Context: an optimization exercise on an open-source flow, tuned for small area, a short achievable clock period and few clock cycles. The choices shown serve that exercise and are no tape-out recipe. RTL that was checked went through simulation tests only; none was proved equivalent to the original. Power figures rest on the tool's default switching activity, not on a simulated workload.

== run Y ==
// evsub_tga
module evsub_tga (
    input  wire        clk,
    input  wire        rst_n,       
    input  wire        tirq,        
    input  wire        sf_valid,    
    output wire        sf_ready,    
    input  wire [73:0] sf_data,     
    input  wire        sf_err,      
    output wire        ev_valid,    
    input  wire        ev_ready,    
    output wire [39:0] ev_data,     
    output wire        halted       
);
Size: ~1100 cells after synthesis, ~120 I/O pins.
Settings: LEC_CHECK=0, CAP_MARGIN=40, CORE_MARGIN=2, CORE_UTILIZATION=60, SETUP_SLACK_MARGIN=5, SLEW_MARGIN=40; clock period 11.0 ns.
standard.sh (not shown) runs the stock make flow with config.mk's settings and CLKGATE_MAP_FILE= SYNTH_SCRIPT=/design/flow/synth_recipe.tcl, a recipe that flattens the netlist after the stock synthesis.
==> flow/flow/run.sh <==
#!/bin/bash
set -euo pipefail
export BUFFER_PORTS_ARGS="-buffer_cell sky130_fd_sc_hd__buf_1"
bash standard.sh > flow_standard.log 2>&1
Run Y has completed all stages; timing, DRC and antenna checks passed.
For run E, these inputs were changed with respect to run Y:
==> flow/run.sh (new file) <==
#!/bin/bash
# synth_recipe.tcl (not shown) runs the flow's synth.tcl, then flattens the netlist and writes it again
# the make line also repeats each setting of config.mk as NAME=value (left out here)
make -C /OpenROAD-flow-scripts/flow DESIGN_CONFIG=/design/flow/config.mk WORK_HOME=/design/flow/orfs CLKGATE_MAP_FILE= SYNTH_SCRIPT=/design/flow/synth_recipe.tcl finish
diff --git a/flow/config.mk b/flow/config.mk
--- a/flow/config.mk
+++ b/flow/config.mk
@@ -6,7 +6,6 @@
 export NUM_CORES = 4
 export LEC_CHECK = 0
-export CAP_MARGIN = 40
+export CAP_MARGIN = 20
 export CORE_MARGIN = 2
-export CORE_UTILIZATION = 60
-export SETUP_SLACK_MARGIN = 5
-export SLEW_MARGIN = 40
+export CORE_UTILIZATION = 40
+export SLEW_MARGIN = 20
removed: flow/flow/run.sh
removed: flow/standard.sh
==> comparison <==
Result: PASS for each of run E and run Y
Between run Y and run E, the simple-gate share of the synthesized area figures differ only marginally.
On final critical-path setup slack, the higher figure sits with run Y, not run E.
Of the two candidates, run Y has the worse post-route total power and run E the better one.
The higher combinational power came out of run E.
The post-route fraction of the period consumed by the critical path reported for run E is greater than that of run Y by 4.9 points.
No functional check of the RTL was part of any run of this note.

========
The RTL this note starts from:
==> flow/design.v <==
module evsub_tga (
    input  wire        clk,
    input  wire        rst_n,       
    input  wire        tirq,        
    input  wire        sf_valid,    
    output wire        sf_ready,    
    input  wire [73:0] sf_data,     
    input  wire        sf_err,      
    output wire        ev_valid,    
    input  wire        ev_ready,    
    output wire [39:0] ev_data,     
    output wire        halted       
);
    localparam [2:0] K_PPRESS = 3'd0;
    localparam [2:0] K_PMOVE  = 3'd1;
    localparam [2:0] K_PREL   = 3'd2;
    localparam [2:0] K_PEXIT  = 3'd3;
    localparam [2:0] K_KPRESS = 3'd4;
    localparam [2:0] K_KREL   = 3'd5;
    function [1:0] keyzone;
        input [15:0] x;
        begin
            if (x < 16'd107)      keyzone = 2'd0;
            else if (x < 16'd214) keyzone = 2'd1;
            else if (x < 16'd320) keyzone = 2'd2;
            else                  keyzone = 2'd3;
        end
    endfunction
    reg tirq_q;
    reg tirq_pend;
    reg in_sess;
    reg halt_r;
    wire tirq_fall = tirq_q & ~tirq;
    wire start     = ~in_sess & ~halt_r & (tirq_pend | tirq_fall);
    reg        hv, tv;
    reg [1:0]  hn, tn;              
    reg [32:0] hp0, hp1, tp0, tp1;  
    assign sf_ready = in_sess & ~tv;
    wire take     = sf_valid & sf_ready;
    wire take_ok  = take & ~sf_err;
    wire [1:0]  in_n  = sf_data[73:72];
    wire [32:0] in_p0 = sf_data[68:36];
    wire [32:0] in_p1 = sf_data[32:0];
    always @(posedge clk) begin
        tirq_q <= tirq;
        if (!rst_n) begin
            tirq_pend <= 1'b0;
            in_sess   <= 1'b0;
            halt_r    <= 1'b0;
        end else begin
            tirq_pend <= start ? (tirq_pend & tirq_fall) : (tirq_pend | tirq_fall);
            if (take) begin
                if (sf_err) begin
                    halt_r  <= 1'b1;
                    in_sess <= 1'b0;
                end else if (in_n == 2'd0) begin
                    in_sess <= 1'b0;
                end
            end else if (start) begin
                in_sess <= 1'b1;
            end
        end
    end
    assign halted = halt_r;
    reg  [1:0]  active;
    reg         ptr_valid;
    reg         ptr_id;
    reg  [31:0] last0, last1;       
    reg  [1:0]  lv;                 
    reg  [5:0]  done;               
    reg  [1:0]  wr;                 
    reg         outv;
    reg  [2:0]  o_kind;
    reg  [1:0]  o_key;
    reg         o_id;               
    reg         o_s0, o_s1;         
    wire [31:0] o_xy = (last0 & {32{o_s0}}) | (last1 & {32{o_s1}});
    assign ev_valid = outv;
    assign ev_data  = {2'b00, o_kind, o_key, 1'b0, o_xy};
    wire        v0  = hn[1] | hn[0];
    wire        v1  = hn[1];
    wire        id0 = hp0[32];
    wire        id1 = hp1[32];
    wire [31:0] xy0 = hp0[31:0];
    wire [31:0] xy1 = hp1[31:0];
    wire gy0 = (hp0[15:8] == 8'd0) & (hp0[7:4] != 4'hF);    
    wire gy1 = (hp1[15:8] == 8'd0) & (hp1[7:4] != 4'hF);
    wire [1:0] kz0 = keyzone(hp0[31:16]);
    wire [1:0] kz1 = keyzone(hp1[31:16]);
    wire [1:0] kzl0 = keyzone(last0[31:16]);
    wire [1:0] kzl1 = keyzone(last1[31:16]);
    wire eqA0 = lv[0] & (xy0 == last0);
    wire eqA1 = lv[1] & (xy0 == last1);
    wire eqB0 = lv[0] & (xy1 == last0);
    wire eqB1 = lv[1] & (xy1 == last1);
    wire eqL0 = id0 ? eqA1 : eqA0;      
    wire eqL1 = id1 ? eqB1 : eqB0;      
    wire same = (id0 == id1);
    wire G0 = v0 & gy0;
    wire G1 = v1 & gy1;
    wire B0 = v0 & ~gy0 & (kz0 != 2'd3);
    wire B1 = v1 & ~gy1 & (kz1 != 2'd3);
    wire act_id0 = id0 ? active[1] : active[0];
    wire act_id1 = id1 ? active[1] : active[0];
    wire set0  = G0 & ~ptr_valid & ~act_id0;
    wire pv1   = ptr_valid | set0;
    wire pid1  = set0 ? id0 : ptr_id;
    wire c_g0  = G0 & pv1 & (pid1 == id0);
    wire e_g0  = c_g0 & ~eqL0;
    wire set1  = G1 & ~pv1 & ~act_id1;
    wire pv2   = pv1 | set1;
    wire pid2  = set1 ? id1 : pid1;
    wire c_g1  = G1 & pv2 & (pid2 == id1);
    wire g0m   = e_g0 & same & ~done[0];
    wire e_g1  = c_g1 & (g0m | ~eqL1);
    wire act1_id1 = act_id1 | wr[id1] | g0m;
    wire ptr_id0 = pv2 & (pid2 == id0);
    wire ptr_id1 = pv2 & (pid2 == id1);
    wire e_b0  = B0 & ~ptr_id0 & ~act_id0;
    wire e_b1  = B1 & ~ptr_id1 & ~act_id1 & ~(e_b0 & same);
    wire [1:0] proc = {(v0 & id0) | (v1 & id1), (v0 & ~id0) | (v1 & ~id1)};
    wire r0  = active[0] & ~proc[0];
    wire r1  = active[1] & ~proc[1];
    wire rp0 = r0 & pv2 & ~pid2;
    wire rp1 = r1 & pv2 & pid2;
    wire [5:0] f   = {r1, r0, e_b1, e_b0, e_g1, e_g0};
    wire [5:0] rem = f & ~done;
    wire [5:0] sel = rem & ~{rem[4:0], 1'b0} & ~{rem[3:0], 2'b0} & ~{rem[2:0], 3'b0}
                         & ~{rem[1:0], 4'b0} & ~{rem[0], 5'b0};
    wire [2:0] n_kind = (sel[0] ? {2'b00, act_id0}  : 3'd0)
                      | (sel[1] ? {2'b00, act1_id1} : 3'd0)
                      | ((sel[2] | sel[3]) ? K_KPRESS : 3'd0)
                      | (sel[4] ? (rp0 ? K_PREL : K_KREL) : 3'd0)
                      | (sel[5] ? (rp1 ? K_PREL : K_KREL) : 3'd0);
    wire [1:0] n_key  = (sel[2] ? kz0 : 2'd0)
                      | (sel[3] ? kz1 : 2'd0)
                      | ((sel[4] & ~rp0) ? kzl0 : 2'd0)
                      | ((sel[5] & ~rp1) ? kzl1 : 2'd0);
    wire n_show = sel[0] | sel[1] | (sel[4] & rp0) | (sel[5] & rp1);
    wire none   = (rem == 6'd0);
    wire lastev = ((rem & ~sel) == 6'd0);
    wire o_rel  = (o_s0 | o_s1) & (o_kind == K_PREL);
    wire load   = ~outv | (ev_ready & ~o_rel);
    wire pop    = hv & (none | (load & lastev));
    wire ld     = hv & ~none & load;
    wire wp0  = sel[0] | sel[2];            
    wire wp1  = sel[1] | sel[3];            
    wire wid  = wp1 ? id1 : id0;
    wire wany = wp0 | wp1;
    wire [1:0] wnow = {wany & wid, wany & ~wid};
    wire n_id = (sel[0] | sel[1]) ? wid : o_id;
    wire [1:0] act_n = proc & (active | wr | wnow | {e_b0 & id0, e_b0 & ~id0}
                                                  | {e_b1 & id1, e_b1 & ~id1});
    wire       pv_n  = pv2 & ~(rp0 | rp1);
    always @(posedge clk) begin
        if (!rst_n) begin
            hv        <= 1'b0;
            tv        <= 1'b0;
            outv      <= 1'b0;
            done      <= 6'd0;
            wr        <= 2'b00;
            active    <= 2'b00;
            ptr_valid <= 1'b0;
            ptr_id    <= 1'b0;
            lv        <= 2'b00;
        end else begin
            if (~hv | pop) begin
                hv <= tv | take_ok;
                if (tv) begin
                    hn <= tn; hp0 <= tp0; hp1 <= tp1;
                end else begin
                    hn <= in_n; hp0 <= in_p0; hp1 <= in_p1;
                end
            end
            if (tv)
                tv <= ~(~hv | pop);
            else
                tv <= take_ok & hv & ~pop;
            if (take) begin
                tn <= in_n; tp0 <= in_p0; tp1 <= in_p1;
            end
            if (ld) begin
                outv   <= 1'b1;
                o_kind <= n_kind;
                o_key  <= n_key;
                o_s0   <= n_show & ~n_id;
                o_s1   <= n_show &  n_id;
                o_id   <= n_id;
            end else if (ev_ready) begin
                if (o_rel) begin
                    o_kind <= K_PEXIT;
                    o_s0   <= 1'b0;
                    o_s1   <= 1'b0;
                end else begin
                    outv <= 1'b0;
                end
            end
            if (pop) begin
                done <= 6'd0;
                wr   <= 2'b00;
                if (hn == 2'd0) begin
                    active    <= 2'b00;
                    ptr_valid <= 1'b0;
                    ptr_id    <= 1'b0;
                    lv        <= 2'b00;
                end else begin
                    active    <= act_n;
                    ptr_valid <= pv_n;
                    ptr_id    <= pid2;
                    lv        <= lv | wnow;
                end
            end else if (ld) begin
                done <= done | {|sel[5:5], |sel[5:4], |sel[5:3], |sel[5:2], |sel[5:1], |sel[5:0]};
                wr   <= wr | wnow;
                lv   <= lv | wnow;
            end
        end
    end
    always @(posedge clk) begin
        if (rst_n & ld & wnow[0]) last0 <= wp0 ? xy0 : xy1;
        if (rst_n & ld & wnow[1]) last1 <= wp0 ? xy0 : xy1;
    end
endmodule
clock: 11.0 ns
lec_check: 0
cap_margin: 40
core_margin: 2
core_utilization: 60
slew_margin: 40
==> flow/flow/run.sh <==
#!/bin/bash
set -euo pipefail
export BUFFER_PORTS_ARGS="-buffer_cell sky130_fd_sc_hd__buf_1"
export SETUP_SLACK_MARGIN=7.8
bash standard.sh > flow_standard.log 2>&1
The baseline ran to the end with no violations.
Testbench counts at the start, summed over its fixed seeds: cycles 9,358.
==> next run, changes <==
==> flow/flow/run.sh (replaced) <==
#!/bin/bash
set -euo pipefail
export BUFFER_PORTS_ARGS="-buffer_cell sky130_fd_sc_hd__buf_1"
export SETUP_SLACK_MARGIN=7.5
bash standard.sh > flow_standard.log 2>&1
What happened: Area after synthesis does not change; via count drops by about 5.6%; final area drops by 7.0%; die area is unchanged; wire length drops by 7.8%; setup slack gets better by 0.030 ns; register-to-register slack gets better by 0.09 ns; utilization drops by 5.7 points.

## static timing again, ports no longer ideal
No port has a modelled driver above. Below, the same layouts with a new extraction and two added sets of constraints. Step 1 assumes that a clkbuf_16 drives the clock port and a buf_2 every other input. Step 2 adds t to the input delays and takes it off the output delays; t is the mean of the earliest and latest rising clock arrival at the registers after step 1. Input paths then give back, and output paths get back, about the clock's delay inside the block. a / b / c = ideal ports / drivers / drivers and shift; a / b = the first two.
run	t, ns	setup slack, ns	latest minus earliest clock arrival (ns)	slew at the worst register clock pin (ns)
run Y	0.597	5.336 / 5.336 / 5.336	0.011 / 0.011	0.07 / 0.07
run E	0.589	4.802 / 4.802 / 4.802	0.023 / 0.023	0.07 / 0.07
the first run of note 2	0.564	7.189 / 7.145 / 7.165	0.013 / 0.013	0.07 / 0.07
the second run of note 2	0.560	7.220 / 7.174 / 7.010	0.010 / 0.010	0.06 / 0.06
After both steps setup and hold are still met in every run listed. For the second run of note 2, which loses most, drivers alone change the setup slack by -0.046 ns; drivers and shift together by -0.210 ns.
